Context: an optimization exercise on an open-source flow, tuned for small area, a short achievable clock period and few clock cycles per item. The choices shown serve that exercise and are no tape-out recipe.
At most, simulation tests tie the RTL to the original design; equivalence was not proved.
The RTL of runs 1 and 2 was laid out without a check of its function.
Power and IR drop assume default switching activity. No driver is modelled on the clock port, so clocking that relies on it looks cheaper here than on a real chip.

==> flow/design.v <==
module dither_stream #(
    parameter MAX_W = 128
) (
    input  wire        clk,
    input  wire        rst,           
    input  wire [7:0]  cfg_width,     
    input  wire [7:0]  cfg_height,    
    input  wire [1:0]  cfg_mode,      
    input  wire        cfg_in_fmt,    
    input  wire        in_valid,
    output reg         in_ready,
    input  wire [23:0] in_data,       
    output reg         out_valid,
    input  wire        out_ready,
    output reg  [7:0]  out_data,
    output reg         out_last       
);
    localparam MODE_BAYER = 2'd1;
    localparam MODE_FS    = 2'd2;
    wire accept   = in_valid && in_ready;
    wire transfer = out_valid && out_ready;
    reg [7:0] cw, ch;
    always @(posedge clk) begin
        cw <= cfg_width;
        ch <= cfg_height;
    end
    reg        v0;
    reg [23:0] d0;
    always @(posedge clk) begin
        d0 <= in_data;
        v0 <= !rst && accept;
    end
    wire [7:0]  ch_b = d0[7:0];
    wire [7:0]  ch_g = d0[15:8];
    wire [7:0]  ch_r = d0[23:16];
    wire lu1 = ch_b[6] ^ ch_b[5];
    wire lu2 = ch_b[6] & ch_b[5];
    wire lu3 = ch_b[7] ^ ch_b[6] ^ ch_b[3];
    wire lu4 = (ch_b[7] & ch_b[6]) | (ch_b[7] & ch_b[3]) | (ch_b[6] & ch_b[3]);
    wire lu5 = ch_b[1] ^ ch_b[0];
    wire lu6 = ch_b[1] & ch_b[0];
    wire lu7 = ch_b[7] ^ ch_b[4] ^ ch_b[2];
    wire lu8 = (ch_b[7] & ch_b[4]) | (ch_b[7] & ch_b[2]) | (ch_b[4] & ch_b[2]);
    wire lu9 = ch_b[1] ^ ch_b[0] ^ ch_g[6];
    wire lu10 = (ch_b[1] & ch_b[0]) | (ch_b[1] & ch_g[6]) | (ch_b[0] & ch_g[6]);
    wire lu11 = ch_g[3] ^ ch_g[2];
    wire lu12 = ch_g[3] & ch_g[2];
    wire lu13 = ch_b[5] ^ ch_b[3] ^ ch_b[2];
    wire lu14 = (ch_b[5] & ch_b[3]) | (ch_b[5] & ch_b[2]) | (ch_b[3] & ch_b[2]);
    wire lu15 = ch_b[1] ^ ch_g[7] ^ ch_g[4];
    wire lu16 = (ch_b[1] & ch_g[7]) | (ch_b[1] & ch_g[4]) | (ch_g[7] & ch_g[4]);
    wire lu17 = ch_g[3] ^ ch_g[1];
    wire lu18 = ch_g[3] & ch_g[1];
    wire lu19 = ch_b[6] ^ ch_b[4] ^ ch_b[3];
    wire lu20 = (ch_b[6] & ch_b[4]) | (ch_b[6] & ch_b[3]) | (ch_b[4] & ch_b[3]);
    wire lu21 = ch_b[2] ^ ch_g[5] ^ ch_g[4];
    wire lu22 = (ch_b[2] & ch_g[5]) | (ch_b[2] & ch_g[4]) | (ch_g[5] & ch_g[4]);
    wire lu23 = ch_g[2] ^ ch_r[7];
    wire lu24 = ch_g[2] & ch_r[7];
    wire lu25 = 1'b1 ^ ch_b[7] ^ ch_b[5];
    wire lu26 = (1'b1 & ch_b[7]) | (1'b1 & ch_b[5]) | (ch_b[7] & ch_b[5]);
    wire lu27 = ch_b[4] ^ ch_b[3] ^ ch_g[6];
    wire lu28 = (ch_b[4] & ch_b[3]) | (ch_b[4] & ch_g[6]) | (ch_b[3] & ch_g[6]);
    wire lu29 = ch_g[5] ^ ch_g[3] ^ ch_g[0];
    wire lu30 = (ch_g[5] & ch_g[3]) | (ch_g[5] & ch_g[0]) | (ch_g[3] & ch_g[0]);
    wire lu31 = ch_b[6] ^ ch_b[5] ^ ch_b[4];
    wire lu32 = (ch_b[6] & ch_b[5]) | (ch_b[6] & ch_b[4]) | (ch_b[5] & ch_b[4]);
    wire lu33 = ch_g[7] ^ ch_g[6] ^ ch_g[4];
    wire lu34 = (ch_g[7] & ch_g[6]) | (ch_g[7] & ch_g[4]) | (ch_g[6] & ch_g[4]);
    wire lu35 = ch_b[7] ^ ch_b[6] ^ ch_b[5];
    wire lu36 = (ch_b[7] & ch_b[6]) | (ch_b[7] & ch_b[5]) | (ch_b[6] & ch_b[5]);
    wire lu37 = ch_b[3] ^ ch_b[2];
    wire lu38 = ch_b[3] & ch_b[2];
    wire lu39 = ch_b[4] ^ ch_b[3] ^ ch_b[0];
    wire lu40 = (ch_b[4] & ch_b[3]) | (ch_b[4] & ch_b[0]) | (ch_b[3] & ch_b[0]);
    wire lu41 = ch_g[6] ^ ch_g[2];
    wire lu42 = ch_g[6] & ch_g[2];
    wire lu43 = ch_b[5] ^ ch_b[4] ^ ch_b[1];
    wire lu44 = (ch_b[5] & ch_b[4]) | (ch_b[5] & ch_b[1]) | (ch_b[4] & ch_b[1]);
    wire lu45 = ch_g[7] ^ ch_g[3] ^ ch_g[0];
    wire lu46 = (ch_g[7] & ch_g[3]) | (ch_g[7] & ch_g[0]) | (ch_g[3] & ch_g[0]);
    wire lu47 = ch_r[7] ^ ch_r[6];
    wire lu48 = ch_r[7] & ch_r[6];
    wire lu49 = lu1 ^ ch_b[2] ^ ch_b[0];
    wire lu50 = (lu1 & ch_b[2]) | (lu1 & ch_b[0]) | (ch_b[2] & ch_b[0]);
    wire lu51 = ch_g[4] ^ ch_g[1] ^ ch_g[0];
    wire lu52 = (ch_g[4] & ch_g[1]) | (ch_g[4] & ch_g[0]) | (ch_g[1] & ch_g[0]);
    wire lu53 = ch_r[7] ^ ch_r[3] ^ ch_r[0];
    wire lu54 = (ch_r[7] & ch_r[3]) | (ch_r[7] & ch_r[0]) | (ch_r[3] & ch_r[0]);
    wire lu55 = lu5 ^ lu3 ^ lu2;
    wire lu56 = (lu5 & lu3) | (lu5 & lu2) | (lu3 & lu2);
    wire lu57 = ch_g[5] ^ ch_g[2] ^ ch_g[1];
    wire lu58 = (ch_g[5] & ch_g[2]) | (ch_g[5] & ch_g[1]) | (ch_g[2] & ch_g[1]);
    wire lu59 = ch_r[4] ^ ch_r[1] ^ ch_r[0];
    wire lu60 = (ch_r[4] & ch_r[1]) | (ch_r[4] & ch_r[0]) | (ch_r[1] & ch_r[0]);
    wire lu61 = lu11 ^ lu9 ^ lu7;
    wire lu62 = (lu11 & lu9) | (lu11 & lu7) | (lu9 & lu7);
    wire lu63 = lu6 ^ lu4 ^ ch_g[0];
    wire lu64 = (lu6 & lu4) | (lu6 & ch_g[0]) | (lu4 & ch_g[0]);
    wire lu65 = ch_r[5] ^ ch_r[2] ^ ch_r[1];
    wire lu66 = (ch_r[5] & ch_r[2]) | (ch_r[5] & ch_r[1]) | (ch_r[2] & ch_r[1]);
    wire lu67 = lu17 ^ lu15 ^ lu13;
    wire lu68 = (lu17 & lu15) | (lu17 & lu13) | (lu15 & lu13);
    wire lu69 = lu12 ^ lu10 ^ lu8;
    wire lu70 = (lu12 & lu10) | (lu12 & lu8) | (lu10 & lu8);
    wire lu71 = ch_r[6] ^ ch_r[3] ^ ch_r[2];
    wire lu72 = (ch_r[6] & ch_r[3]) | (ch_r[6] & ch_r[2]) | (ch_r[3] & ch_r[2]);
    wire lu73 = lu23 ^ lu21 ^ lu19;
    wire lu74 = (lu23 & lu21) | (lu23 & lu19) | (lu21 & lu19);
    wire lu75 = lu18 ^ lu16 ^ lu14;
    wire lu76 = (lu18 & lu16) | (lu18 & lu14) | (lu16 & lu14);
    wire lu77 = ch_r[4] ^ ch_r[3] ^ ch_r[0];
    wire lu78 = (ch_r[4] & ch_r[3]) | (ch_r[4] & ch_r[0]) | (ch_r[3] & ch_r[0]);
    wire lu79 = lu29 ^ lu27 ^ lu25;
    wire lu80 = (lu29 & lu27) | (lu29 & lu25) | (lu27 & lu25);
    wire lu81 = lu24 ^ lu22 ^ lu20;
    wire lu82 = (lu24 & lu22) | (lu24 & lu20) | (lu22 & lu20);
    wire lu83 = ch_r[5] ^ ch_r[4] ^ ch_r[1];
    wire lu84 = (ch_r[5] & ch_r[4]) | (ch_r[5] & ch_r[1]) | (ch_r[4] & ch_r[1]);
    wire lu85 = lu33 ^ lu31 ^ lu30;
    wire lu86 = (lu33 & lu31) | (lu33 & lu30) | (lu31 & lu30);
    wire lu87 = lu28 ^ lu26 ^ ch_g[1];
    wire lu88 = (lu28 & lu26) | (lu28 & ch_g[1]) | (lu26 & ch_g[1]);
    wire lu89 = ch_r[6] ^ ch_r[5] ^ ch_r[2];
    wire lu90 = (ch_r[6] & ch_r[5]) | (ch_r[6] & ch_r[2]) | (ch_r[5] & ch_r[2]);
    wire lu91 = lu35 ^ lu34 ^ lu32;
    wire lu92 = (lu35 & lu34) | (lu35 & lu32) | (lu34 & lu32);
    wire lu93 = ch_g[7] ^ ch_g[5] ^ ch_g[2];
    wire lu94 = (ch_g[7] & ch_g[5]) | (ch_g[7] & ch_g[2]) | (ch_g[5] & ch_g[2]);
    wire lu95 = ch_r[7] ^ ch_r[6] ^ ch_r[3];
    wire lu96 = (ch_r[7] & ch_r[6]) | (ch_r[7] & ch_r[3]) | (ch_r[6] & ch_r[3]);
    wire lu97 = lu36 ^ ch_b[7] ^ ch_b[6];
    wire lu98 = (lu36 & ch_b[7]) | (lu36 & ch_b[6]) | (ch_b[7] & ch_b[6]);
    wire lu99 = ch_g[6] ^ ch_g[3] ^ ch_r[7];
    wire lu100 = (ch_g[6] & ch_g[3]) | (ch_g[6] & ch_r[7]) | (ch_g[3] & ch_r[7]);
    wire lu101 = ch_b[1] ^ ch_b[0];
    wire lu102 = ch_b[1] & ch_b[0];
    wire lu103 = ch_b[2] ^ ch_b[1] ^ ch_g[4];
    wire lu104 = (ch_b[2] & ch_b[1]) | (ch_b[2] & ch_g[4]) | (ch_b[1] & ch_g[4]);
    wire lu105 = ch_g[0] ^ ch_r[4];
    wire lu106 = ch_g[0] & ch_r[4];
    wire lu107 = lu37 ^ ch_g[5] ^ ch_g[1];
    wire lu108 = (lu37 & ch_g[5]) | (lu37 & ch_g[1]) | (ch_g[5] & ch_g[1]);
    wire lu109 = ch_r[5] ^ ch_r[4] ^ ch_r[0];
    wire lu110 = (ch_r[5] & ch_r[4]) | (ch_r[5] & ch_r[0]) | (ch_r[4] & ch_r[0]);
    wire lu111 = lu41 ^ lu39 ^ lu38;
    wire lu112 = (lu41 & lu39) | (lu41 & lu38) | (lu39 & lu38);
    wire lu113 = ch_r[6] ^ ch_r[5] ^ ch_r[1];
    wire lu114 = (ch_r[6] & ch_r[5]) | (ch_r[6] & ch_r[1]) | (ch_r[5] & ch_r[1]);
    wire lu115 = lu47 ^ lu45 ^ lu43;
    wire lu116 = (lu47 & lu45) | (lu47 & lu43) | (lu45 & lu43);
    wire lu117 = lu42 ^ lu40 ^ ch_r[2];
    wire lu118 = (lu42 & lu40) | (lu42 & ch_r[2]) | (lu40 & ch_r[2]);
    wire lu119 = lu53 ^ lu51 ^ lu49;
    wire lu120 = (lu53 & lu51) | (lu53 & lu49) | (lu51 & lu49);
    wire lu121 = lu48 ^ lu46 ^ lu44;
    wire lu122 = (lu48 & lu46) | (lu48 & lu44) | (lu46 & lu44);
    wire lu123 = lu59 ^ lu57 ^ lu55;
    wire lu124 = (lu59 & lu57) | (lu59 & lu55) | (lu57 & lu55);
    wire lu125 = lu54 ^ lu52 ^ lu50;
    wire lu126 = (lu54 & lu52) | (lu54 & lu50) | (lu52 & lu50);
    wire lu127 = lu65 ^ lu63 ^ lu61;
    wire lu128 = (lu65 & lu63) | (lu65 & lu61) | (lu63 & lu61);
    wire lu129 = lu60 ^ lu58 ^ lu56;
    wire lu130 = (lu60 & lu58) | (lu60 & lu56) | (lu58 & lu56);
    wire lu131 = lu71 ^ lu69 ^ lu67;
    wire lu132 = (lu71 & lu69) | (lu71 & lu67) | (lu69 & lu67);
    wire lu133 = lu66 ^ lu64 ^ lu62;
    wire lu134 = (lu66 & lu64) | (lu66 & lu62) | (lu64 & lu62);
    wire lu135 = lu77 ^ lu75 ^ lu73;
    wire lu136 = (lu77 & lu75) | (lu77 & lu73) | (lu75 & lu73);
    wire lu137 = lu72 ^ lu70 ^ lu68;
    wire lu138 = (lu72 & lu70) | (lu72 & lu68) | (lu70 & lu68);
    wire lu139 = lu83 ^ lu81 ^ lu79;
    wire lu140 = (lu83 & lu81) | (lu83 & lu79) | (lu81 & lu79);
    wire lu141 = lu78 ^ lu76 ^ lu74;
    wire lu142 = (lu78 & lu76) | (lu78 & lu74) | (lu76 & lu74);
    wire lu143 = lu89 ^ lu87 ^ lu85;
    wire lu144 = (lu89 & lu87) | (lu89 & lu85) | (lu87 & lu85);
    wire lu145 = lu84 ^ lu82 ^ lu80;
    wire lu146 = (lu84 & lu82) | (lu84 & lu80) | (lu82 & lu80);
    wire lu147 = lu95 ^ lu93 ^ lu91;
    wire lu148 = (lu95 & lu93) | (lu95 & lu91) | (lu93 & lu91);
    wire lu149 = lu90 ^ lu88 ^ lu86;
    wire lu150 = (lu90 & lu88) | (lu90 & lu86) | (lu88 & lu86);
    wire lu151 = lu99 ^ lu97 ^ lu96;
    wire lu152 = (lu99 & lu97) | (lu99 & lu96) | (lu97 & lu96);
    wire lu153 = lu94 ^ lu92 ^ ch_r[4];
    wire lu154 = (lu94 & lu92) | (lu94 & ch_r[4]) | (lu92 & ch_r[4]);
    wire lu155 = lu100 ^ lu98 ^ ch_b[7];
    wire lu156 = (lu100 & lu98) | (lu100 & ch_b[7]) | (lu98 & ch_b[7]);
    wire lu157 = ch_g[7] ^ ch_g[4] ^ ch_r[5];
    wire lu158 = (ch_g[7] & ch_g[4]) | (ch_g[7] & ch_r[5]) | (ch_g[4] & ch_r[5]);
    wire lu159 = ch_b[0] ^ ch_g[2];
    wire lu160 = ch_b[0] & ch_g[2];
    wire lu161 = lu101 ^ ch_g[3] ^ ch_r[3];
    wire lu162 = (lu101 & ch_g[3]) | (lu101 & ch_r[3]) | (ch_g[3] & ch_r[3]);
    wire lu163 = lu105 ^ lu103 ^ lu102;
    wire lu164 = (lu105 & lu103) | (lu105 & lu102) | (lu103 & lu102);
    wire lu165 = lu109 ^ lu107 ^ lu106;
    wire lu166 = (lu109 & lu107) | (lu109 & lu106) | (lu107 & lu106);
    wire lu167 = lu113 ^ lu111 ^ lu110;
    wire lu168 = (lu113 & lu111) | (lu113 & lu110) | (lu111 & lu110);
    wire lu169 = lu117 ^ lu115 ^ lu114;
    wire lu170 = (lu117 & lu115) | (lu117 & lu114) | (lu115 & lu114);
    wire lu171 = lu121 ^ lu119 ^ lu118;
    wire lu172 = (lu121 & lu119) | (lu121 & lu118) | (lu119 & lu118);
    wire lu173 = lu125 ^ lu123 ^ lu122;
    wire lu174 = (lu125 & lu123) | (lu125 & lu122) | (lu123 & lu122);
    wire lu175 = lu129 ^ lu127 ^ lu126;
    wire lu176 = (lu129 & lu127) | (lu129 & lu126) | (lu127 & lu126);
    wire lu177 = lu133 ^ lu131 ^ lu130;
    wire lu178 = (lu133 & lu131) | (lu133 & lu130) | (lu131 & lu130);
    wire lu179 = lu137 ^ lu135 ^ lu134;
    wire lu180 = (lu137 & lu135) | (lu137 & lu134) | (lu135 & lu134);
    wire lu181 = lu141 ^ lu139 ^ lu138;
    wire lu182 = (lu141 & lu139) | (lu141 & lu138) | (lu139 & lu138);
    wire lu183 = lu145 ^ lu143 ^ lu142;
    wire lu184 = (lu145 & lu143) | (lu145 & lu142) | (lu143 & lu142);
    wire lu185 = lu149 ^ lu147 ^ lu146;
    wire lu186 = (lu149 & lu147) | (lu149 & lu146) | (lu147 & lu146);
    wire lu187 = lu153 ^ lu151 ^ lu150;
    wire lu188 = (lu153 & lu151) | (lu153 & lu150) | (lu151 & lu150);
    wire lu189 = lu157 ^ lu155 ^ lu154;
    wire lu190 = (lu157 & lu155) | (lu157 & lu154) | (lu155 & lu154);
    wire lu191 = lu158 ^ lu156 ^ ch_g[5];
    wire lu192 = (lu158 & lu156) | (lu158 & ch_g[5]) | (lu156 & ch_g[5]);
    wire lu193 = ch_g[1] ^ ch_r[1];
    wire lu194 = ch_g[1] & ch_r[1];
    wire lu195 = lu159 ^ ch_r[2] ^ ch_r[1];
    wire lu196 = (lu159 & ch_r[2]) | (lu159 & ch_r[1]) | (ch_r[2] & ch_r[1]);
    wire lu197 = lu161 ^ lu160 ^ ch_r[2];
    wire lu198 = (lu161 & lu160) | (lu161 & ch_r[2]) | (lu160 & ch_r[2]);
    wire lu199 = lu163 ^ lu162 ^ ch_r[3];
    wire lu200 = (lu163 & lu162) | (lu163 & ch_r[3]) | (lu162 & ch_r[3]);
    wire lu201 = lu165 ^ lu164 ^ lu104;
    wire lu202 = (lu165 & lu164) | (lu165 & lu104) | (lu164 & lu104);
    wire lu203 = lu167 ^ lu166 ^ lu108;
    wire lu204 = (lu167 & lu166) | (lu167 & lu108) | (lu166 & lu108);
    wire lu205 = lu169 ^ lu168 ^ lu112;
    wire lu206 = (lu169 & lu168) | (lu169 & lu112) | (lu168 & lu112);
    wire lu207 = lu171 ^ lu170 ^ lu116;
    wire lu208 = (lu171 & lu170) | (lu171 & lu116) | (lu170 & lu116);
    wire lu209 = lu173 ^ lu172 ^ lu120;
    wire lu210 = (lu173 & lu172) | (lu173 & lu120) | (lu172 & lu120);
    wire lu211 = lu175 ^ lu174 ^ lu124;
    wire lu212 = (lu175 & lu174) | (lu175 & lu124) | (lu174 & lu124);
    wire lu213 = lu177 ^ lu176 ^ lu128;
    wire lu214 = (lu177 & lu176) | (lu177 & lu128) | (lu176 & lu128);
    wire lu215 = lu179 ^ lu178 ^ lu132;
    wire lu216 = (lu179 & lu178) | (lu179 & lu132) | (lu178 & lu132);
    wire lu217 = lu181 ^ lu180 ^ lu136;
    wire lu218 = (lu181 & lu180) | (lu181 & lu136) | (lu180 & lu136);
    wire lu219 = lu183 ^ lu182 ^ lu140;
    wire lu220 = (lu183 & lu182) | (lu183 & lu140) | (lu182 & lu140);
    wire lu221 = lu185 ^ lu184 ^ lu144;
    wire lu222 = (lu185 & lu184) | (lu185 & lu144) | (lu184 & lu144);
    wire lu223 = lu187 ^ lu186 ^ lu148;
    wire lu224 = (lu187 & lu186) | (lu187 & lu148) | (lu186 & lu148);
    wire lu225 = lu189 ^ lu188 ^ lu152;
    wire lu226 = (lu189 & lu188) | (lu189 & lu152) | (lu188 & lu152);
    wire lu227 = lu191 ^ lu190 ^ ch_r[6];
    wire lu228 = (lu191 & lu190) | (lu191 & ch_r[6]) | (lu190 & ch_r[6]);
    wire lu229 = lu192 ^ ch_g[6] ^ ch_r[7];
    wire lu230 = (lu192 & ch_g[6]) | (lu192 & ch_r[7]) | (ch_g[6] & ch_r[7]);
    wire [21:0] lu_a = {1'b0, ch_g[7], lu228, lu226, lu224, lu222, lu220, lu218, lu216, lu214, lu212, lu210, lu208, lu206, lu204, lu202, lu200, lu198, lu196, lu194, ch_r[0], ch_r[0]};
    wire [21:0] lu_b = {1'b0, lu230, lu229, lu227, lu225, lu223, lu221, lu219, lu217, lu215, lu213, lu211, lu209, lu207, lu205, lu203, lu201, lu199, lu197, lu195, lu193, ch_g[0]};
    wire [14:0] luma_lo = {1'b0, lu_a[13:0]} + {1'b0, lu_b[13:0]};
    reg  [7:0] xc, yc;
    wire [7:0] xc1 = xc + 8'd1;
    wire [7:0] yc1 = yc + 8'd1;
    wire       lastc0 = (xc1 == cw);
    wire       lastr0 = (yc1 == ch);
    always @(posedge clk) begin
        if (rst) begin
            xc <= 8'd0;
            yc <= 8'd0;
        end else if (v0) begin
            if (lastc0) begin
                xc <= 8'd0;
                yc <= lastr0 ? 8'd0 : yc1;
            end else begin
                xc <= xc1;
            end
        end
    end
    reg       v1;
    reg [7:0] hs1, hc1;               
    reg       hk1;                    
    reg       firstc1, lastc1, firstr1, lastr1;
    reg [3:0] pos1;
    always @(posedge clk) begin
        v1      <= !rst && v0;
        hs1     <= cfg_in_fmt ? ch_b : lu_a[21:14];
        hc1     <= cfg_in_fmt ? 8'd0 : lu_b[21:14];
        hk1     <= !cfg_in_fmt && luma_lo[14];
        firstc1 <= (xc == 8'd0);
        lastc1  <= lastc0;
        firstr1 <= (yc == 8'd0);
        lastr1  <= lastr0;
        pos1    <= {yc[1:0], xc[1:0]};
    end
    wire [7:0] g1 = hs1 + hc1 + {7'd0, hk1};
    reg [7:0] bayer_thr;
    always @(*) begin
        case (pos1)
            4'h0: bayer_thr = 8'd0;
            4'h1: bayer_thr = 8'd127;
            4'h2: bayer_thr = 8'd32;
            4'h3: bayer_thr = 8'd159;
            4'h4: bayer_thr = 8'd191;
            4'h5: bayer_thr = 8'd64;
            4'h6: bayer_thr = 8'd223;
            4'h7: bayer_thr = 8'd96;
            4'h8: bayer_thr = 8'd48;
            4'h9: bayer_thr = 8'd175;
            4'hA: bayer_thr = 8'd16;
            4'hB: bayer_thr = 8'd143;
            4'hC: bayer_thr = 8'd239;
            4'hD: bayer_thr = 8'd112;
            4'hE: bayer_thr = 8'd207;
            default: bayer_thr = 8'd80;
        endcase
    end
    reg        v2, en2, sel2;
    reg  [7:0] dl_p;
    reg  [7:0] dl_x, dl_y;
    wire [7:0] push;
    wire [7:0] seg_len = cw - 8'd5;
    wire       seg_big = (seg_len >= 8'd60) && !seg_len[7];
    reg        sel60, w3, w4;
    reg  [5:0] selb;
    always @(posedge clk) begin
        sel60 <= seg_big;
        selb  <= seg_big ? seg_len[5:0] - 6'd60 : seg_len[5:0];
        w3    <= (cw == 8'd3);
        w4    <= (cw == 8'd4);
    end
    reg  [7:0] seg60 [0:59];
    reg  [7:0] seg32 [0:31];
    reg  [7:0] seg16 [0:15];
    reg  [7:0] seg8  [0:7];
    reg  [7:0] seg4  [0:3];
    reg  [7:0] seg2  [0:1];
    reg  [7:0] seg1;
    wire [7:0] in60 = dl_p;
    wire [7:0] in32 = sel60   ? seg60[59] : in60;
    wire [7:0] in16 = selb[5] ? seg32[31] : in32;
    wire [7:0] in8  = selb[4] ? seg16[15] : in16;
    wire [7:0] in4  = selb[3] ? seg8[7]   : in8;
    wire [7:0] in2  = selb[2] ? seg4[3]   : in4;
    wire [7:0] in1  = selb[1] ? seg2[1]   : in2;
    wire [7:0] inX  = selb[0] ? seg1      : in1;
    wire [7:0] xtap = w4 ? dl_p : dl_x;
    reg        fsm;                   
    always @(posedge clk) fsm <= (cfg_mode == MODE_FS);
    wire       add1   = fsm && !firstr1 && !lastr1 && !firstc1 && !lastc1;
    wire [7:0] above1 = add1 ? (sel2 ? xtap : dl_y) : 8'd0;
    reg  signed [9:0] b2;
    reg        vis2, firstc2, last2;
    reg        bayer2;
    always @(posedge clk) begin
        v2      <= !rst && v1;
        en2     <= v1;
        sel2    <= v1 || rst;
        b2      <= $signed({2'b00, g1}) + $signed({{2{above1[7]}}, above1});
        vis2    <= !lastr1 && !firstc1 && !lastc1;
        firstc2 <= firstc1;
        last2   <= lastc1 && lastr1;
        bayer2  <= (g1 > bayer_thr);
    end
    reg  [7:0] err_right;
    wire [9:0] fs_v     = b2 + {{2{err_right[7]}}, err_right};
    wire       fs_white = !fs_v[9] && (fs_v[8] || fs_v[7]);
    wire [9:0] fs_e     = vis2 ? (fs_white ? fs_v - 10'd255 : fs_v) : 10'd0;
    wire [12:0] v13 = {{3{fs_v[9]}}, fs_v};
    wire [12:0] a7  = (v13 << 3) - v13;
    wire [7:0]  ah  = a7[11:4];
    wire [3:0]  al  = a7[3:0];
    wire        lt0   = fs_v[9];
    wire        lt255 = fs_v[9] || !(fs_v[8] || (fs_v[7:0] == 8'hff));
    wire        up0 = ({1'b0, al} + 5'd7  + {4'd0, lt0})   >= 5'd16;
    wire        up1 = ({1'b0, al} + 5'd14 + {4'd0, lt255}) >= 5'd16;
    wire [7:0]  sh7_0 = ah + {7'd0, up0};
    wire [7:0]  sh7_1 = ah + {7'd0, up1} + 8'd144;
    wire [7:0]  sh7   = vis2 ? (fs_white ? sh7_1 : sh7_0) : 8'd0;
    reg  [9:0] e1;                    
    reg  [7:0] sum_c;                 
    reg  [7:0] sum_d;                 
    wire [13:0] e14 = {{4{e1[9]}}, e1};
    wire [13:0] rnd = {10'd0, 4'd7 + {3'd0, e1[9]}};
    wire [13:0] t3  = (e14 << 1) + e14 + rnd + {2'd0, sum_c, 4'd0};
    wire [13:0] t5  = (e14 << 2) + e14 + rnd + {2'd0, sum_d, 4'd0};
    wire [13:0] t1  = e14 + rnd;
    assign push = t3[11:4];
    always @(posedge clk) begin
        if (en2) begin
            err_right <= sh7;
            e1        <= fs_e;
            sum_c     <= t5[11:4];
            sum_d     <= firstc2 ? 8'd0 : t1[11:4];
        end
    end
    reg        hold2;
    always @(posedge clk) hold2 <= !v1;
    wire [7:0] m_en = {8{en2}};
    wire [7:0] m_hd = {8{hold2}};
    integer i;
    always @(posedge clk) begin
        dl_p     <= (push & m_en) | (dl_p & m_hd);
        seg60[0] <= (in60 & m_en) | (seg60[0] & m_hd);
        for (i = 1; i < 60; i = i + 1) seg60[i] <= (seg60[i-1] & m_en) | (seg60[i] & m_hd);
        seg32[0] <= (in32 & m_en) | (seg32[0] & m_hd);
        for (i = 1; i < 32; i = i + 1) seg32[i] <= (seg32[i-1] & m_en) | (seg32[i] & m_hd);
        seg16[0] <= (in16 & m_en) | (seg16[0] & m_hd);
        for (i = 1; i < 16; i = i + 1) seg16[i] <= (seg16[i-1] & m_en) | (seg16[i] & m_hd);
        seg8[0]  <= (in8 & m_en) | (seg8[0] & m_hd);
        for (i = 1; i < 8; i = i + 1) seg8[i] <= (seg8[i-1] & m_en) | (seg8[i] & m_hd);
        seg4[0]  <= (in4 & m_en) | (seg4[0] & m_hd);
        for (i = 1; i < 4; i = i + 1) seg4[i] <= (seg4[i-1] & m_en) | (seg4[i] & m_hd);
        seg2[0]  <= (in2 & m_en) | (seg2[0] & m_hd);
        seg2[1]  <= (seg2[0] & m_en) | (seg2[1] & m_hd);
        seg1     <= (in1 & m_en) | (seg1 & m_hd);
        dl_x     <= (inX & m_en) | (dl_x & m_hd);
        dl_y     <= ((w3 ? push : xtap) & m_en) | (dl_y & m_hd);
    end
    reg [7:0] res2;
    always @(*) begin
        case (cfg_mode)
            MODE_BAYER: res2 = bayer2 ? 8'd255 : 8'd0;
            MODE_FS:    res2 = vis2 ? (fs_white ? 8'd255 : 8'd0) : b2[7:0];
            default:    res2 = b2[7:0];
        endcase
    end
    reg  [8:0] ring [0:4];
    reg  [2:0] wp, rp;                
    reg  [2:0] n_q;                   
    wire [8:0] inc = {last2, res2};
    wire [2:0] wp1 = (wp == 3'd4) ? 3'd0 : wp + 3'd1;
    wire [2:0] rp1 = (rp == 3'd4) ? 3'd0 : rp + 3'd1;
    always @(posedge clk) begin
        if (v2) ring[wp] <= inc;
    end
    wire [2:0] rp_n   = transfer ? rp1 : rp;
    wire       in_q   = transfer ? (n_q >= 3'd2) : (n_q != 3'd0);
    wire [2:0] n_q_n  = n_q + {2'b0, v2} - {2'b0, transfer};
    always @(posedge clk) begin
        if (rst) begin
            wp        <= 3'd0;
            rp        <= 3'd0;
            n_q       <= 3'd0;
            out_valid <= 1'b0;
        end else begin
            if (v2) wp <= wp1;
            rp        <= rp_n;
            n_q       <= n_q_n;
            out_valid <= (n_q_n != 3'd0);
        end
        {out_last, out_data} <= in_q ? ring[rp_n] : inc;
    end
    reg  [2:0] n_fly;
    wire       accept_w3 = accept && (cfg_width == 8'd3);    
    wire       n_le3 = (n_fly <= 3'd3);
    wire       n_le4 = (n_fly <= 3'd4);
    always @(posedge clk) begin
        if (rst) begin
            n_fly    <= 3'd0;
            in_ready <= 1'b1;
        end else begin
            n_fly    <= n_fly + {2'b00, accept} - {2'b00, transfer};
            in_ready <= !accept_w3 && (transfer ? (!accept || n_le4)
                                                : (accept ? n_le3 : n_le4));
        end
    end
endmodule
==> flow/flow/run.sh <==
#!/bin/bash
# The standard layout (standard.sh), with these changes to how it is made:
# the port buffers are buf_2 cells; timing repair aims for 13.2 ns of extra
# setup slack; the clock tree uses sink clusters of up to 30 and no dummy loads.
set -euo pipefail
export BUFFER_PORTS_ARGS="-buffer_cell sky130_fd_sc_hd__buf_2"
export SETUP_SLACK_MARGIN=13.2
export CTS_ARGS="-sink_clustering_enable -repair_clock_nets -dont_use_dummy_load -sink_clustering_size 30 -sink_clustering_max_diameter 100"
bash standard.sh > make_finish.log 2>&1
==> flow/standard.sh <==
#!/bin/bash
# synth_recipe.tcl (not shown) runs the flow's synth.tcl, then flattens the netlist and writes it again
# the make line also repeats each setting of config.mk as NAME=value (left out here)
make -C /OpenROAD-flow-scripts/flow DESIGN_CONFIG=/design/flow/config.mk WORK_HOME=/design/flow/orfs CLKGATE_MAP_FILE= SYNTH_SCRIPT=/design/flow/synth_recipe.tcl "${@:-finish}"
==> flow/config.mk <==
export PLATFORM = sky130hd
export DESIGN_NAME = dither_stream
export DESIGN_NICKNAME = dither_stream
export VERILOG_FILES = /design/flow/design.v
export SDC_FILE = /design/flow/constraint.sdc
export NUM_CORES = 4
export LEC_CHECK = 0
export CAP_MARGIN = 20
export CORE_MARGIN = 2
export CORE_UTILIZATION = 65
export PLACE_DENSITY = 0.75
export SLEW_MARGIN = 20
==> flow/constraint.sdc <==
create_clock -name core_clock -period 18.0 [get_ports {clk}]
set_input_delay 3.6000 -clock core_clock [delete_from_list [all_inputs] [get_ports {clk}]]
set_output_delay 3.6000 -clock core_clock [all_outputs]
set_load 0.01 [all_outputs]
==> flow_summary_export.csv, run 1 <==
group,metric,value,unit
setup_path,worstSetupPathType,"flip-flop to output pin",
final_layout,postLayoutCellArea,0.04658,sq mm
cts,cts.sinks,1220,
timing,tightest_slew,1262,ps
timing,skew,106.3,ps
global_route,grt_pass1_wl,131.3,mm
global_route,first_global_vias,25920,
synthesis,synthFlopType,"dfxtp_1",
timing,period_share,0.2640,
setup_path,cp_max_fo,1,
synthesis,syn_inst,3687,
cts,tritoncts,"done",
timing,drv_slew,0,
synthesis,netlist_area,0.04459,sq mm
synthesis,synth_simple_gate_area_frac,0.03864,
power,leakage,18.85,nW
final_layout,post-route-util,0.6827,
synthesis,synth_nets,3978,
setup_path,crit_buf_inv,1,
setup_path,worstPathArrival,1150,ps
global_route,grt-ovfl-total,0,
routing,wire_per_inst,18.01,microns
die,row_count,96,
setup_path,cp_slowest_cell,"dfxtp_1",
synthesis,synthAdderAreaFrac,0.08967,
timing,maxSlewHeadroom,0.1587,
timing,tns,0,ps
setup_path,path_cells,"buf_2",
global_route,antenna_found_initial,0,
final_layout,antenna_cells,0,
die,die_h,265.9,microns
synthesis,ys_types,76,
timing,setup_viol,0,
routing,routed_wirelength,79.92,mm
setup_path,crit_family,"flip-flops",
cts,clockBufferDepth,3,
routing,antenna_left,0,
place,io_buffer_count,57,
final_layout,fin_nets,3849,
synthesis,synth_area_leaders,"dfxtp_1, a22o_1, fa_1",
die,initial_core_util,0.6536,
synthesis,async_reset_ff_frac,0,
timing,grt_setup_unrepaired,"no",
power,ir_worst_vdd,164.2,uV
final_layout,area_growth,4.447,%
setup_path,worstSetupEndpointType,"output pin",
synthesis,yosys-mux-area-fraction,0.02096,
routing,dr.pass1.iters,5,
cts,path_clk_slew,110,ps
cts,cts_buffers,47,
run,cap_violations,0,
routing,avgViaCountPerCell,6.096,
timing,hold_viol,0,
synthesis,syn_avg_cell_area,12.09,sq um
cts,h-tree-depth,2,
timing,layout_min_cycle_time,4752,ps
cts,clk_latency,630,ps
final_layout,instances_no_fill,4438,
die,io_pins,58,
cts,cts-root-buf,"clkbuf_16",
synthesis,synth-compound-area-share,0.2283,
die,fp.dieW,265.9,microns
synthesis,ys.warnings.count,7,
final_layout,drive_gt1_frac,0.05793,
power,p_per_area,139.2,mW/mm^2
die,core_area,0.06823,sq mm
synthesis,ys_seq_elements,1220,
place,dp_cells,4387,
timing,fin_hold_ws,362.9,ps
synthesis,synth_xor_area_frac,0.01857,
place,place_area,0.04526,sq mm
routing,route.vias.total,27050,
place,dp_hpwl,51.40,mm
synthesis,ys_seq_area_frac,0.5652,
outcome,status,"finished clean",
global_route,grt_use_total,0.2220,
setup_path,critical_path_required,14400,ps
synthesis,synth_top_area_frac,0.5127,
synthesis,synth_area_leader_cell,"dfxtp_1",
timing,fmax,210.4,MHz
synthesis,synth_top_family_by_area,"compound AO/OA/AOI/OAI gates",
routing,route.detailed.drc,0,
global_route,grt_max_degree,297,
routing,first_iter_violations,2080,
die,fp.dieArea,0.07072,sq mm
place,gp_congestion,0.8459,
synthesis,synth_edf_count,78,
hold_path,hp-class,"flip-flop to flip-flop",
setup_path,start_kind,"flip-flop",
setup_path,cpPeakStageDelay,400,ps
-- worst paths after layout --
path                                  start            to  slack (ps)  cells past startpoint
worst max-delay path            out_data[7]   out_data[7]       13250                      1
worst min-delay path                     v1           en2         360                      0
worst max register to register        b2[0]  err_right[6]       13480                     20
worst min register to register           v1           en2         360                      0
-- cell usage after synthesis (23+ instances only) --
cell,n
nor2_1,113
ha_1,118
fa_1,126
xor2_1,32
inv_1,199
mux2i_1,47
a22o_1,971
buf_1,23
dfxtp_1,1142
clkbuf_1,230
edfxtp_1,78
a21oi_1,69
xnor2_1,58
o21ai_0,87
nand3_1,24
nand2_1,90
a21o_1,31
-- cell type report --
| type | count | area [sq um] |
|---|---|---|
| Clock buffer | 47 | 1176 |
| Fill cell | 5027 | 21650 |
| Inverter | 200 | 754.5 |
| Multi-Input combinational cell | 2011 | 17780 |
| Sequential cell | 1220 | 25220 |
| Tap cell | 882 | 1104 |
| Timing Repair Buffer | 77 | 536.8 |
| Timing Repair inverter | 1 | 5.005 |
-- layout by cell type (no fill, tap or decap), types with 10 or more instances in the layout --
cell type	count
a211oi_1	16
a21o_1	31
a21oi_1	66
a22o_1	971
buf_2	57
buf_4	10
clkbuf_16	47
dfxtp_1	1134
edfxtp_1	78
fa_1	124
ha_1	118
inv_1	196
mux2_2	22
mux2i_1	47
nand2_1	89
nand2b_1	12
nand3_1	24
nand4_1	14
nor2_1	113
nor2b_1	18
nor3_1	21
o21ai_0	85
xnor2_1	57
xor2_1	30
-- flip-flops by register name (all words and copies together), names as in the netlist, 10 cells and up --
| name | cells |
|---|---|
| seg16 | 128 |
| e1 | 10 |
| b2 | 10 |
| seg60 | 480 |
| d0 | 24 |
| seg32 | 256 |
| seg4 | 32 |
| seg8 | 64 |
| seg2 | 16 |
| ring | 45 |
-- per-layer routing --
layer  track usage  wire length (microns)  up-vias
li1              -                      -    13170
met1        0.3275                  39160    13360
met2        0.3528                  36500      427
met3       0.02412                   2642      100
met4       0.05481                   1621        0
met5             0                      0        -
-- metrics by stage --
stage / setup slack (ps) / power [mW]
2_1_floorplan: 13030 / 4.755
3_3_place_gp: 12320 / 5.182
3_5_place_dp: 12630 / 5.261
4_1_cts: 13210 / 6.489
5_1_grt: 13200 / 6.887
6_report: 13250 / 6.483
-- where the power goes --
part	switching (mW)	internal (mW)	leakage, nW
Combinational	1.14	0.887	8.29
Clock	0.755	0.471	0.579
Sequential	0.212	3.02	9.97
Total	2.11	4.38	18.8
-- cell families after synthesis --
kind of cell,after synthesis
AOI/OAI and AO/OA,1242
DFF,1220
buffers and inverters,456
and+or+nand+nor,354
adders and majority gates,244
xor gates and xnor gates,92
muxes,79
-- what timing repair did --
action                     in CTS  in global routing
buffers inserted                0                  1
hold buffers                    0                  0
gates cloned                    1                  0
resized for setup               7                 13
setup endpoints to repair      96                 12
==> run 2, diff against run 1 <==
--- a/flow/design.v
+++ b/flow/design.v
@@ -19,11 +19,6 @@
     localparam MODE_FS    = 2'd2;
     wire accept   = in_valid && in_ready;
     wire transfer = out_valid && out_ready;
-    reg [7:0] cw, ch;
-    always @(posedge clk) begin
-        cw <= cfg_width;
-        ch <= cfg_height;
-    end
     reg        v0;
     reg [23:0] d0;
     always @(posedge clk) begin
@@ -265,12 +260,13 @@
     wire lu230 = (lu192 & ch_g[6]) | (lu192 & ch_r[7]) | (ch_g[6] & ch_r[7]);
     wire [21:0] lu_a = {1'b0, ch_g[7], lu228, lu226, lu224, lu222, lu220, lu218, lu216, lu214, lu212, lu210, lu208, lu206, lu204, lu202, lu200, lu198, lu196, lu194, ch_r[0], ch_r[0]};
     wire [21:0] lu_b = {1'b0, lu230, lu229, lu227, lu225, lu223, lu221, lu219, lu217, lu215, lu213, lu211, lu209, lu207, lu205, lu203, lu201, lu199, lu197, lu195, lu193, ch_g[0]};
-    wire [14:0] luma_lo = {1'b0, lu_a[13:0]} + {1'b0, lu_b[13:0]};
+    wire [21:0] luma_sum = lu_a + lu_b;
+    wire [7:0]  gray0    = cfg_in_fmt ? ch_b : luma_sum[21:14];
     reg  [7:0] xc, yc;
     wire [7:0] xc1 = xc + 8'd1;
     wire [7:0] yc1 = yc + 8'd1;
-    wire       lastc0 = (xc1 == cw);
-    wire       lastr0 = (yc1 == ch);
+    wire       lastc0 = (xc1 == cfg_width);
+    wire       lastr0 = (yc1 == cfg_height);
     always @(posedge clk) begin
         if (rst) begin
             xc <= 8'd0;
@@ -284,23 +280,21 @@
             end
         end
     end
-    reg       v1;
-    reg [7:0] hs1, hc1;               
-    reg       hk1;                    
+    reg       v1, en1, hold1;
+    reg [7:0] g1;
     reg       firstc1, lastc1, firstr1, lastr1;
     reg [3:0] pos1;
     always @(posedge clk) begin
         v1      <= !rst && v0;
-        hs1     <= cfg_in_fmt ? ch_b : lu_a[21:14];
-        hc1     <= cfg_in_fmt ? 8'd0 : lu_b[21:14];
-        hk1     <= !cfg_in_fmt && luma_lo[14];
+        en1     <= v0;
+        hold1   <= !v0;
+        g1      <= gray0;
         firstc1 <= (xc == 8'd0);
         lastc1  <= lastc0;
         firstr1 <= (yc == 8'd0);
         lastr1  <= lastr0;
         pos1    <= {yc[1:0], xc[1:0]};
     end
-    wire [7:0] g1 = hs1 + hc1 + {7'd0, hk1};
     reg [7:0] bayer_thr;
     always @(*) begin
         case (pos1)
@@ -322,59 +316,45 @@
             default: bayer_thr = 8'd80;
         endcase
     end
-    reg        v2, en2, sel2;
-    reg  [7:0] dl_p;
-    reg  [7:0] dl_x, dl_y;
+    wire       vis1 = !lastr1 && !firstc1 && !lastc1;
+    reg  [7:0] dl_p, dl_o;
     wire [7:0] push;
-    wire [7:0] seg_len = cw - 8'd5;
-    wire       seg_big = (seg_len >= 8'd60) && !seg_len[7];
-    reg        sel60, w3, w4;
+    wire [7:0] seg_len = cfg_width - 8'd4;
+    wire       seg_big = (seg_len >= 8'd61) && !seg_len[7];
+    reg        sel61, w3;
     reg  [5:0] selb;
     always @(posedge clk) begin
-        sel60 <= seg_big;
-        selb  <= seg_big ? seg_len[5:0] - 6'd60 : seg_len[5:0];
-        w3    <= (cw == 8'd3);
-        w4    <= (cw == 8'd4);
+        sel61 <= seg_big;
+        selb  <= seg_big ? seg_len[5:0] - 6'd61 : seg_len[5:0];
+        w3    <= (cfg_width == 8'd3);
     end
-    reg  [7:0] seg60 [0:59];
+    reg  [7:0] seg61 [0:60];
     reg  [7:0] seg32 [0:31];
     reg  [7:0] seg16 [0:15];
     reg  [7:0] seg8  [0:7];
     reg  [7:0] seg4  [0:3];
     reg  [7:0] seg2  [0:1];
     reg  [7:0] seg1;
-    wire [7:0] in60 = dl_p;
-    wire [7:0] in32 = sel60   ? seg60[59] : in60;
+    wire [7:0] in61 = dl_p;
+    wire [7:0] in32 = sel61   ? seg61[60] : in61;
     wire [7:0] in16 = selb[5] ? seg32[31] : in32;
     wire [7:0] in8  = selb[4] ? seg16[15] : in16;
     wire [7:0] in4  = selb[3] ? seg8[7]   : in8;
     wire [7:0] in2  = selb[2] ? seg4[3]   : in4;
     wire [7:0] in1  = selb[1] ? seg2[1]   : in2;
-    wire [7:0] inX  = selb[0] ? seg1      : in1;
-    wire [7:0] xtap = w4 ? dl_p : dl_x;
-    reg        fsm;                   
-    always @(posedge clk) fsm <= (cfg_mode == MODE_FS);
-    wire       add1   = fsm && !firstr1 && !lastr1 && !firstc1 && !lastc1;
-    wire [7:0] above1 = add1 ? (sel2 ? xtap : dl_y) : 8'd0;
-    reg  signed [9:0] b2;
-    reg        vis2, firstc2, last2;
-    reg        bayer2;
-    always @(posedge clk) begin
-        v2      <= !rst && v1;
-        en2     <= v1;
-        sel2    <= v1 || rst;
-        b2      <= $signed({2'b00, g1}) + $signed({{2{above1[7]}}, above1});
-        vis2    <= !lastr1 && !firstc1 && !lastc1;
-        firstc2 <= firstc1;
-        last2   <= lastc1 && lastr1;
-        bayer2  <= (g1 > bayer_thr);
-    end
+    wire [7:0] inO  = selb[0] ? seg1      : in1;
     reg  [7:0] err_right;
-    wire [9:0] fs_v     = b2 + {{2{err_right[7]}}, err_right};
+    wire [7:0] above = firstr1 ? 8'd0 : dl_o;
+    wire [9:0] g10   = {2'd0, g1};
+    wire [9:0] a10   = {{2{above[7]}}, above};
+    wire [9:0] r10   = {{2{err_right[7]}}, err_right};
+    wire [9:0] fs_v     = g10 + a10 + r10;
     wire       fs_white = !fs_v[9] && (fs_v[8] || fs_v[7]);
-    wire [9:0] fs_e     = vis2 ? (fs_white ? fs_v - 10'd255 : fs_v) : 10'd0;
-    wire [12:0] v13 = {{3{fs_v[9]}}, fs_v};
-    wire [12:0] a7  = (v13 << 3) - v13;
+    wire [9:0] fs_e     = vis1 ? (fs_white ? fs_v - 10'd255 : fs_v) : 10'd0;
+    wire [12:0] g13 = {5'd0, g1};
+    wire [12:0] a13 = {{5{above[7]}}, above};
+    wire [12:0] r13 = {{5{err_right[7]}}, err_right};
+    wire [12:0] a7  = (g13 << 3) - g13 + (a13 << 3) - a13 + (r13 << 3) - r13;
     wire [7:0]  ah  = a7[11:4];
     wire [3:0]  al  = a7[3:0];
     wire        lt0   = fs_v[9];
@@ -383,7 +363,7 @@
     wire        up1 = ({1'b0, al} + 5'd14 + {4'd0, lt255}) >= 5'd16;
     wire [7:0]  sh7_0 = ah + {7'd0, up0};
     wire [7:0]  sh7_1 = ah + {7'd0, up1} + 8'd144;
-    wire [7:0]  sh7   = vis2 ? (fs_white ? sh7_1 : sh7_0) : 8'd0;
+    wire [7:0]  sh7   = vis1 ? (fs_white ? sh7_1 : sh7_0) : 8'd0;
     reg  [9:0] e1;                    
     reg  [7:0] sum_c;                 
     reg  [7:0] sum_d;                 
@@ -394,22 +374,20 @@
     wire [13:0] t1  = e14 + rnd;
     assign push = t3[11:4];
     always @(posedge clk) begin
-        if (en2) begin
+        if (en1) begin
             err_right <= sh7;
             e1        <= fs_e;
             sum_c     <= t5[11:4];
-            sum_d     <= firstc2 ? 8'd0 : t1[11:4];
+            sum_d     <= firstc1 ? 8'd0 : t1[11:4];
         end
     end
-    reg        hold2;
-    always @(posedge clk) hold2 <= !v1;
-    wire [7:0] m_en = {8{en2}};
-    wire [7:0] m_hd = {8{hold2}};
+    wire [7:0] m_en = {8{en1}};
+    wire [7:0] m_hd = {8{hold1}};
     integer i;
     always @(posedge clk) begin
         dl_p     <= (push & m_en) | (dl_p & m_hd);
-        seg60[0] <= (in60 & m_en) | (seg60[0] & m_hd);
-        for (i = 1; i < 60; i = i + 1) seg60[i] <= (seg60[i-1] & m_en) | (seg60[i] & m_hd);
+        seg61[0] <= (in61 & m_en) | (seg61[0] & m_hd);
+        for (i = 1; i < 61; i = i + 1) seg61[i] <= (seg61[i-1] & m_en) | (seg61[i] & m_hd);
         seg32[0] <= (in32 & m_en) | (seg32[0] & m_hd);
         for (i = 1; i < 32; i = i + 1) seg32[i] <= (seg32[i-1] & m_en) | (seg32[i] & m_hd);
         seg16[0] <= (in16 & m_en) | (seg16[0] & m_hd);
@@ -421,55 +399,57 @@
         seg2[0]  <= (in2 & m_en) | (seg2[0] & m_hd);
         seg2[1]  <= (seg2[0] & m_en) | (seg2[1] & m_hd);
         seg1     <= (in1 & m_en) | (seg1 & m_hd);
-        dl_x     <= (inX & m_en) | (dl_x & m_hd);
-        dl_y     <= ((w3 ? push : xtap) & m_en) | (dl_y & m_hd);
+        dl_o     <= ((w3 ? push : inO) & m_en) | (dl_o & m_hd);
     end
-    reg [7:0] res2;
+    reg [7:0] res1;
     always @(*) begin
         case (cfg_mode)
-            MODE_BAYER: res2 = bayer2 ? 8'd255 : 8'd0;
-            MODE_FS:    res2 = vis2 ? (fs_white ? 8'd255 : 8'd0) : b2[7:0];
-            default:    res2 = b2[7:0];
+            MODE_BAYER: res1 = (g1 > bayer_thr) ? 8'd255 : 8'd0;
+            MODE_FS:    res1 = vis1 ? (fs_white ? 8'd255 : 8'd0) : g1;
+            default:    res1 = g1;
         endcase
     end
-    reg  [8:0] ring [0:4];
-    reg  [2:0] wp, rp;                
-    reg  [2:0] n_q;                   
-    wire [8:0] inc = {last2, res2};
-    wire [2:0] wp1 = (wp == 3'd4) ? 3'd0 : wp + 3'd1;
-    wire [2:0] rp1 = (rp == 3'd4) ? 3'd0 : rp + 3'd1;
-    always @(posedge clk) begin
-        if (v2) ring[wp] <= inc;
-    end
-    wire [2:0] rp_n   = transfer ? rp1 : rp;
-    wire       in_q   = transfer ? (n_q >= 3'd2) : (n_q != 3'd0);
-    wire [2:0] n_q_n  = n_q + {2'b0, v2} - {2'b0, transfer};
+    reg  [8:0] ring [0:2];
+    reg  [1:0] wp, rp;
+    reg  [1:0] cnt;                   
+    wire [8:0] inc = {lastc1 && lastr1, res1};
+    wire [1:0] wp1 = (wp == 2'd2) ? 2'd0 : wp + 2'd1;
+    wire [1:0] rp1 = (rp == 2'd2) ? 2'd0 : rp + 2'd1;
+    always @(posedge clk) begin
+        if (v1) ring[wp] <= inc;
+    end
+    wire       move  = out_ready || !out_valid;
+    wire       empty = (cnt == 2'd0);
+    wire       take  = !empty || v1;              
     always @(posedge clk) begin
         if (rst) begin
-            wp        <= 3'd0;
-            rp        <= 3'd0;
-            n_q       <= 3'd0;
+            wp        <= 2'd0;
+            rp        <= 2'd0;
+            cnt       <= 2'd0;
             out_valid <= 1'b0;
         end else begin
-            if (v2) wp <= wp1;
-            rp        <= rp_n;
-            n_q       <= n_q_n;
-            out_valid <= (n_q_n != 3'd0);
+            if (v1) wp <= wp1;
+            if (move) begin
+                out_valid <= take;
+                if (take) rp <= rp1;
+                cnt       <= cnt + {1'b0, v1} - {1'b0, take};
+            end else begin
+                cnt       <= cnt + {1'b0, v1};
+            end
         end
-        {out_last, out_data} <= in_q ? ring[rp_n] : inc;
+        if (move)
+            {out_last, out_data} <= empty ? inc : ring[rp];
     end
     reg  [2:0] n_fly;
-    wire       accept_w3 = accept && (cfg_width == 8'd3);    
+    wire       n_le2 = (n_fly <= 3'd2);
     wire       n_le3 = (n_fly <= 3'd3);
-    wire       n_le4 = (n_fly <= 3'd4);
     always @(posedge clk) begin
         if (rst) begin
             n_fly    <= 3'd0;
             in_ready <= 1'b1;
         end else begin
             n_fly    <= n_fly + {2'b00, accept} - {2'b00, transfer};
-            in_ready <= !accept_w3 && (transfer ? (!accept || n_le4)
-                                                : (accept ? n_le3 : n_le4));
+            in_ready <= transfer ? (!accept || n_le3) : (accept ? n_le2 : n_le3);
         end
     end
 endmodule
==> flow/flow/run.sh (replaced) <==
#!/bin/bash
# The standard layout (standard.sh), with these changes to how it is made:
# the port buffers are buf_2 cells; timing repair aims for 13.4 ns of extra
# setup slack; the clock tree uses sink clusters of up to 30 and no dummy loads.
set -euo pipefail
export BUFFER_PORTS_ARGS="-buffer_cell sky130_fd_sc_hd__buf_2"
export SETUP_SLACK_MARGIN=13.4
export CTS_ARGS="-sink_clustering_enable -repair_clock_nets -dont_use_dummy_load -sink_clustering_size 30 -sink_clustering_max_diameter 100"
bash standard.sh > make_finish.log 2>&1
==> flow_summary_export.csv, run 2 <==
group,metric,value,unit
setup_path,worstPathArrival,5430,ps
die,initial_core_util,0.6570,
final_layout,drive_gt1_frac,0.09539,
timing,hold_viol,0,
timing,tightest_slew,1113,ps
setup_path,critical_path_required,18490,ps
timing,skew,63.79,ps
global_route,grt-ovfl-total,0,
die,core_area,0.06586,sq mm
global_route,first_global_vias,25480,
cts,holdBufCountCts,0,
synthesis,ys_seq_elements,1159,
synthesis,ys.warnings.count,7,
final_layout,reg.largest.list,"seg61 x488, seg32 x256, seg16 x128",
synthesis,ys_types,72,
timing,maxSlewHeadroom,0.2582,
place,dp_hpwl,50.82,mm
power,seqPwrFrac,0.402,
final_layout,post-route-util,0.6997,
final_layout,antenna_cells,0,
synthesis,yosysMostFrequentCell,"dfxtp_1",
routing,route.detailed.drc,0,
synthesis,netlist_area,0.04328,sq mm
final_layout,postLayoutCellArea,0.04608,sq mm
synthesis,synth_nets,3919,
cts,cts-root-buf,"clkbuf_16",
routing,wire_per_inst,18.11,microns
final_layout,area_growth,6.491,%
hold_path,hp-class,"flip-flop to flip-flop",
power,internal_power,5.519,mW
die,die_h,262.0,microns
run,cap_violations,0,
cts,tritoncts,"done",
timing,period_share,0.2743,
cts,clockBufferDepth,3,
synthesis,async_reset_ff_frac,0,
final_layout,largest-register,"seg61",
synthesis,synth_edf_count,69,
timing,tns,0,ps
place,gp_congestion,0.9165,
setup_path,worstSetupEndpointType,"flip-flop",
synthesis,synth_common_cells,"dfxtp_1, a22o_1, clkbuf_1, inv_1, fa_1",
synthesis,synthFlopType,"dfxtp_1",
timing,layout_setup_ws,13060,ps
routing,route.vias.total,26590,
die,fp.dieArea,0.06866,sq mm
routing,routed_wirelength,79.23,mm
cts,path_clk_slew,110,ps
global_route,grt_pass1_wl,129.9,mm
power,p_clk_frac,0.135,
timing,layout_min_cycle_time,4938,ps
die,fp.dieW,262.0,microns
timing,drv_slew,0,
timing,setup_viol,0,
final_layout,largest_register_ffs,488,
global_route,grt_max_degree,281,
die,io_pins,58,
place,place_ws,12340,ps
final_layout,layout_commonest_cell,"dfxtp_1",
final_layout,fin_nets,3824,
power,p_per_area,189.7,mW/mm^2
routing,avgViaCountPerCell,6.076,
power,switching_share,0.3688,
timing,fmax,202.5,MHz
cts,cts_buffers,46,
power,power_switching,3.224,mW
global_route,antenna_found_initial,1,
cts,h-tree-depth,2,
cts,clk_latency,640,ps
setup_path,worstSetupPathType,"flip-flop to flip-flop",
power,p_comb_frac,0.463,
place,place_area,0.04408,sq mm
synthesis,syn_avg_cell_area,11.99,sq um
power,ir_worst_vdd,363.1,uV
cts,cts.sinks,1159,
routing,dr.pass1.iters,5,
setup_path,reg2reg_slack,13060,ps
timing,grt_setup_unrepaired,"yes",
setup_path,cp_max_fo,6,
power,total_power,8.744,mW
synthesis,syn_inst,3609,
place,io_buffer_count,57,
routing,antenna_left,0,
synthesis,synth_area_leader_cell,"dfxtp_1",
die,row_count,94,
synthesis,synth_area_leaders,"dfxtp_1, a22o_1, fa_1",
synthesis,ys_seq_area_frac,0.5521,
outcome,status,"finished clean",
routing,first_iter_violations,1996,
global_route,grt_use_total,0.2280,
final_layout,mostFrequentLayoutCells,"dfxtp_1, a22o_1, inv_1",
power,leakage,18.70,nW
setup_path,start_kind,"flip-flop",
synthesis,synth_top_area_frac,0.5042,
run 2: changes by cell type in the layout (fill, tap and decap cells not counted), sizes merged, moves of 19 or more:
cell / change
inv: +20
buf: +40
o21ai: -25
nor2: -25
nand2: +19
mux2i: -20
dfxtp: -52
fa: +20
run 2: area by class of cell:
cell class	count	area, sq um
Fill cell	4779	19780
Clock buffer	46	1151
Timing Repair Buffer	117	907.1
Multi-Input combinational cell	1972	18140
Sequential cell	1159	23960
Inverter	218	848.3
Tap cell	864	1081
run 2: cell families after synthesis:
family          synth area share
buf+inv                  0.04207
simple gates             0.03947
mux                      0.01012
fa+ha+maj                 0.1019
compound gates            0.2356
flops                     0.5521
xor+xnor                 0.01879
run 2: final timing paths:
kind	start	to	depth (start not counted)
setup reg to reg	d0[3]	g1[5]	16
hold reg to reg	seg16[2][3]	seg16[3][3]	1
hold / removal	seg16[2][3]	seg16[3][3]	1
setup / recovery	d0[3]	g1[5]	16
run 2: power groups by stage:
| stage | clock network [mW] | logic [mW] | registers [mW] |
|---|---|---|---|
| 5_1_grt | 1.30 | 4.48 | 3.57 |
| 3_5_place_dp | 0 | 3.68 | 3.57 |
| 4_1_cts | 1.22 | 3.90 | 3.51 |
| 6_report | 1.18 | 4.05 | 3.51 |
| 3_3_place_gp | 0 | 3.54 | 3.55 |
| 2_1_floorplan | 0 | 3.02 | 3.42 |
run 2: worst max-delay path: stages, from the launching register on:
cell	delay, ps
dfxtp_4	430
inv_2	50
fa_1	550
fa_1	450
fa_1	470
fa_1	490
inv_1	50
fa_1	550
ha_4	210
a21o_1	150
a21o_1	190
a21oi_2	170
a31oi_4	110
o21a_4	230
o21a_1	190
o21a_1	210
o41a_1	310
run 2: metrics by stage:
step	hold slack, ps	instances
2_1_floorplan	349.1	3609
4_1_cts	413.5	4366
5_1_grt	433.8	4376
6_report	415.5	4376
3_3_place_gp	440.2	4284
3_5_place_dp	444.9	4284
run 2: what timing repair did:
| action | 4_1_cts | 5_1_grt |
|---|---|---|
| cloned | 1 | 0 |
| setup buffers | 35 | 9 |
| resized for setup | 81 | 46 |
| pin swaps | 51 | 29 |
| setup endpoints to repair | 46 | 51 |
run 2: routing by layer:
layer  up-vias  part of all wire  global-route usage
li1      12970                 -                   -
met1     13180              0.50              0.3394
met2       347              0.45              0.3564
met3        93             0.035             0.02730
met4         0             0.019             0.05712
met5         -                 0                   0
==> run 3, diff against run 2 <==
--- a/flow/design.v
+++ b/flow/design.v
@@ -19,6 +19,11 @@
     localparam MODE_FS    = 2'd2;
     wire accept   = in_valid && in_ready;
     wire transfer = out_valid && out_ready;
+    reg [7:0] cw, ch;
+    always @(posedge clk) begin
+        cw <= cfg_width;
+        ch <= cfg_height;
+    end
     reg        v0;
     reg [23:0] d0;
     always @(posedge clk) begin
@@ -260,13 +265,16 @@
     wire lu230 = (lu192 & ch_g[6]) | (lu192 & ch_r[7]) | (ch_g[6] & ch_r[7]);
     wire [21:0] lu_a = {1'b0, ch_g[7], lu228, lu226, lu224, lu222, lu220, lu218, lu216, lu214, lu212, lu210, lu208, lu206, lu204, lu202, lu200, lu198, lu196, lu194, ch_r[0], ch_r[0]};
     wire [21:0] lu_b = {1'b0, lu230, lu229, lu227, lu225, lu223, lu221, lu219, lu217, lu215, lu213, lu211, lu209, lu207, lu205, lu203, lu201, lu199, lu197, lu195, lu193, ch_g[0]};
-    wire [21:0] luma_sum = lu_a + lu_b;
-    wire [7:0]  gray0    = cfg_in_fmt ? ch_b : luma_sum[21:14];
+    wire [14:0] luma_lo  = {1'b0, lu_a[13:0]} + {1'b0, lu_b[13:0]};
+    wire [7:0]  luma_hi0 = lu_a[21:14] + lu_b[21:14];
+    wire [7:0]  luma_hi1 = lu_a[21:14] + lu_b[21:14] + 8'd1;
+    wire [7:0]  luma     = luma_lo[14] ? luma_hi1 : luma_hi0;
+    wire [7:0]  gray0    = cfg_in_fmt ? ch_b : luma;
     reg  [7:0] xc, yc;
     wire [7:0] xc1 = xc + 8'd1;
     wire [7:0] yc1 = yc + 8'd1;
-    wire       lastc0 = (xc1 == cfg_width);
-    wire       lastr0 = (yc1 == cfg_height);
+    wire       lastc0 = (xc1 == cw);
+    wire       lastr0 = (yc1 == ch);
     always @(posedge clk) begin
         if (rst) begin
             xc <= 8'd0;
@@ -319,14 +327,14 @@
     wire       vis1 = !lastr1 && !firstc1 && !lastc1;
     reg  [7:0] dl_p, dl_o;
     wire [7:0] push;
-    wire [7:0] seg_len = cfg_width - 8'd4;
+    wire [7:0] seg_len = cw - 8'd4;
     wire       seg_big = (seg_len >= 8'd61) && !seg_len[7];
     reg        sel61, w3;
     reg  [5:0] selb;
     always @(posedge clk) begin
         sel61 <= seg_big;
         selb  <= seg_big ? seg_len[5:0] - 6'd61 : seg_len[5:0];
-        w3    <= (cfg_width == 8'd3);
+        w3    <= (cw == 8'd3);
     end
     reg  [7:0] seg61 [0:60];
     reg  [7:0] seg32 [0:31];
==> flow_summary_export.csv, run 3 <==
group,metric,value,unit
outcome,status,"finished clean",
synthesis,synth_edf_count,69,
timing,fmax,208.5,MHz
global_route,grt_max_degree,251,
hold_path,hold_start,"seg8[3][5]",
synthesis,yosysMostFrequentCell,"dfxtp_1",
routing,avgViaCountPerCell,6.022,
final_layout,post-route-util,0.6968,
synthesis,netlist_area,0.04380,sq mm
synthesis,synth_area_leaders,"dfxtp_1, a22o_1, fa_1",
power,ir_worst_vdd,345.8,uV
setup_path,cpPeakStageDelay,430,ps
final_layout,fin_nets,3919,
cts,path_clk_slew,110,ps
synthesis,ys_types,74,
die,initial_core_util,0.6545,
cts,clk_latency,610,ps
synthesis,synth_common_cells,"dfxtp_1, a22o_1, inv_1, clkbuf_1, fa_1",
synthesis,syn_avg_cell_area,11.90,sq um
final_layout,instances_no_fill,4473,
setup_path,worstSetupPathType,"flip-flop to output pin",
timing,period_share,0.2664,
synthesis,synth_area_leader_cell,"dfxtp_1",
timing,layout_min_cycle_time,4796,ps
global_route,antenna_found_initial,1,
routing,dr.pass1.iters,5,
hold_path,hp-class,"flip-flop to flip-flop",
synthesis,ys.warnings.count,7,
timing,layout_setup_ws,13200,ps
run,cap_violations,0,
setup_path,crit_family,"flip-flops",
routing,first_iter_violations,1827,
final_layout,reg.largest.list,"seg61 x488, seg32 x256, seg16 x128",
final_layout,area_growth,6.468,%
cts,cts_buffers,46,
timing,drv_slew,0,
die,row_count,95,
die,fp.dieW,263.6,microns
routing,antenna_left,0,
cts,tritoncts,"done",
final_layout,antenna_cells,0,
final_layout,mostFrequentLayoutCells,"dfxtp_1, a22o_1, inv_1",
synthesis,ys_seq_area_frac,0.5528,
final_layout,largest-register,"seg61",
cts,clockBufferDepth,3,
global_route,grt_use_total,0.2298,
synthesis,syn_inst,3680,
routing,wire_per_inst,18.05,microns
timing,setup_viol,0,
setup_path,cp_max_fo,1,
global_route,grt-ovfl-total,0,
power,p_comb_frac,0.502,
hold_path,min_to,"seg8[4][5]",
setup_path,r2r_start,"d0[4]",
routing,routed_wirelength,80.74,mm
cts,holdBufCountCts,0,
synthesis,synthFlopType,"dfxtp_1",
timing,tightest_slew,1083,ps
place,dp_hpwl,52.51,mm
synthesis,ys_seq_elements,1175,
hold_path,min_delay_path_depth,1,
setup_path,cp_slowest_cell,"edfxtp_1",
place,io_buffer_count,57,
power,internal_power,5.852,mW
power,total_power,9.417,mW
final_layout,multi_input_area,0.01818,sq mm
power,power_switching,3.566,mW
place,place_ws,12580,ps
die,die_h,263.6,microns
setup_path,worstRegToRegCells,16,
final_layout,nFillCells,4886,
power,switching_share,0.3786,
routing,route.vias.total,26940,
setup_path,path_cells,"buf_2",
die,io_pins,58,
cts,h-tree-depth,2,
power,p_per_area,202.0,mW/mm^2
setup_path,worstSetupEndpointType,"output pin",
final_layout,regArea,0.02429,sq mm
timing,maxSlewHeadroom,0.2777,
place,dp_cells,4374,
place,gp_congestion,0.8715,
power,seqPwrFrac,0.371,
power,leakage,19.04,nW
setup_path,start_kind,"flip-flop",
setup_path,reg2reg_to,"g1[7]",
synthesis,synth_top_area_frac,0.5055,
cts,cts.sinks,1175,
timing,skew,37.94,ps
setup_path,worstPathArrival,1200,ps
global_route,first_global_vias,26220,
global_route,grt_pass1_wl,133.7,mm
routing,route.detailed.drc,0,
final_layout,drive_gt1_frac,0.09167,
synthesis,synth_nets,3997,
power,p_clk_frac,0.127,
setup_path,critical_path_required,14400,ps
final_layout,largest_register_ffs,488,
setup_path,reg2reg_slack,13220,ps
setup_path,crit_buf_inv,1,
timing,hold_viol,0,
die,fp.dieArea,0.06947,sq mm
die,core_area,0.06692,sq mm
timing,tns,0,ps
final_layout,layout_commonest_cell,"dfxtp_1",
timing,grt_setup_unrepaired,"yes",
cts,cts-root-buf,"clkbuf_16",
synthesis,async_reset_ff_frac,0,
[run 3: metrics by stage]
step                hold WS [ps]  instance area, sq um
floorplan                  329.0                 43910
CTS                        440.7                 46120
detailed placement         445.7                 44480
global route               454.6                 46630
finish                     451.0                 46630
global placement           440.7                 44480
[run 3: timing repair]
item / 4_1_cts / 5_1_grt
gates cloned: 0 / 1
gates resized for setup: 68 / 69
pin swaps: 26 / 30
endpoints found under the setup margin: 145 / 58
endpoints found under the hold margin: 0 / 0
setup buffers: 31 / 20
[run 3: logic make-up after synthesis]
| kind of cell | after synthesis | synth area share |
|---|---|---|
| XOR/XNOR | 93 | 0.01877 |
| buffers and inverters | 503 | 0.04322 |
| AND/OR/NAND/NOR | 357 | 0.03997 |
| AO/OA/AOI/OAI | 1241 | 0.2323 |
| multiplexers | 41 | 0.009770 |
| adder cells (fa/ha/maj) | 270 | 0.1032 |
| flip-flops | 1175 | 0.5528 |
[run 3: worst max-delay path by stage]
stage / startpoint / end / slack [ps] / depth (start not counted)
finish: out_data[6] / out_data[6] / 13200 / 1
global route: d0[12] / g1[7] / 13020 / 17
CTS: out_data[0] / out_data[0] / 13180 / 1
detailed placement: cfg_mode[0] / out_data[4] / 12580 / 8
global placement: cfg_mode[1] / out_data[7] / 12630 / 7
floorplan: cfg_mode[1] / out_data[7] / 13040 / 8
[run 3: power by group through the flow]
| stage | registers (mW) | logic (mW) | clock network [mW] |
|---|---|---|---|
| final | 3.49 | 4.73 | 1.19 |
| after global routing | 3.55 | 5.23 | 1.32 |
| after floorplan | 3.41 | 3.10 | 0 |
| after detailed placement | 3.54 | 3.81 | 0 |
| after global placement | 3.53 | 3.66 | 0 |
| after CTS | 3.49 | 4.15 | 1.23 |
[run 3: worst register-to-register path, cell delays in order, from the launching register on]
cell and delay [ps]:
dfxtp_4 390, inv_2 60, fa_1 560, fa_1 450
fa_1 500, fa_1 510, inv_1 50, fa_1 430
ha_2 200, fa_2 340, a21o_1 170, a21oi_2 190
o21bai_1 90, a21oi_2 170, xnor2_2 180, nand4bb_4 170
a221oi_2 250
[run 3: layer usage]
| layer | vias up | part of all wire | GRT usage |
|---|---|---|---|
| met2 | 387 | 0.45 | 0.3591 |
| met3 | 116 | 0.036 | 0.02815 |
| met4 | 0 | 0.029 | 0.06842 |
| met5 | - | 0 | 0 |
| met1 | 13270 | 0.48 | 0.3369 |
| li1 | 13160 | - | - |
[run 3: final cells by class]
cell class / instances / area share
sequential: 1175 / 0.5209
multi-input combinational: 2002 / 0.3899
clock buffer: 46 / 0.02469
tap: 873 / 0.02342
timing repair buffer: 130 / 0.02096
inverter: 247 / 0.02010
Testbench counts of run 3, summed over its fixed seeds: cycles 133,176, items 132,840.

==> what the ideal ports hide <==
No port has a modelled driver above. Below, the same layouts with a new extraction and two added sets of constraints.
Step 1 sets driving cells, clkbuf_16 on the clock port and buf_2 on the other inputs (assumed; they add their load-dependent delay and slew).
Step 2 times the ports against the registers' clock, not the clock port: input delays grow and output delays shrink by t, the midpoint of the rising clock arrivals with the driver on.
Slacks: ideal ports / drivers / drivers and shift; pairs: ideal ports / drivers.
run	shift t [ns]	slack for setup (ns)	hold WS [ns]	slew at the worst register clock pin (ns)	pins driven straight from the clock port
run 1	0.645	13.248 / 13.183 / 12.741	0.363 / 0.363 / 0.363	0.11 / 0.11	1
run 2	0.663	13.062 / 13.062 / 12.602	0.415 / 0.415 / 0.415	0.11 / 0.11	1
run 3	0.657	13.204 / 13.139 / 12.763	0.451 / 0.451 / 0.451	0.11 / 0.11	1
After both steps every run listed still meets setup and hold. The setup slack of run 1, which loses most, moves by -0.065 ns with the drivers and by -0.507 ns with both steps.
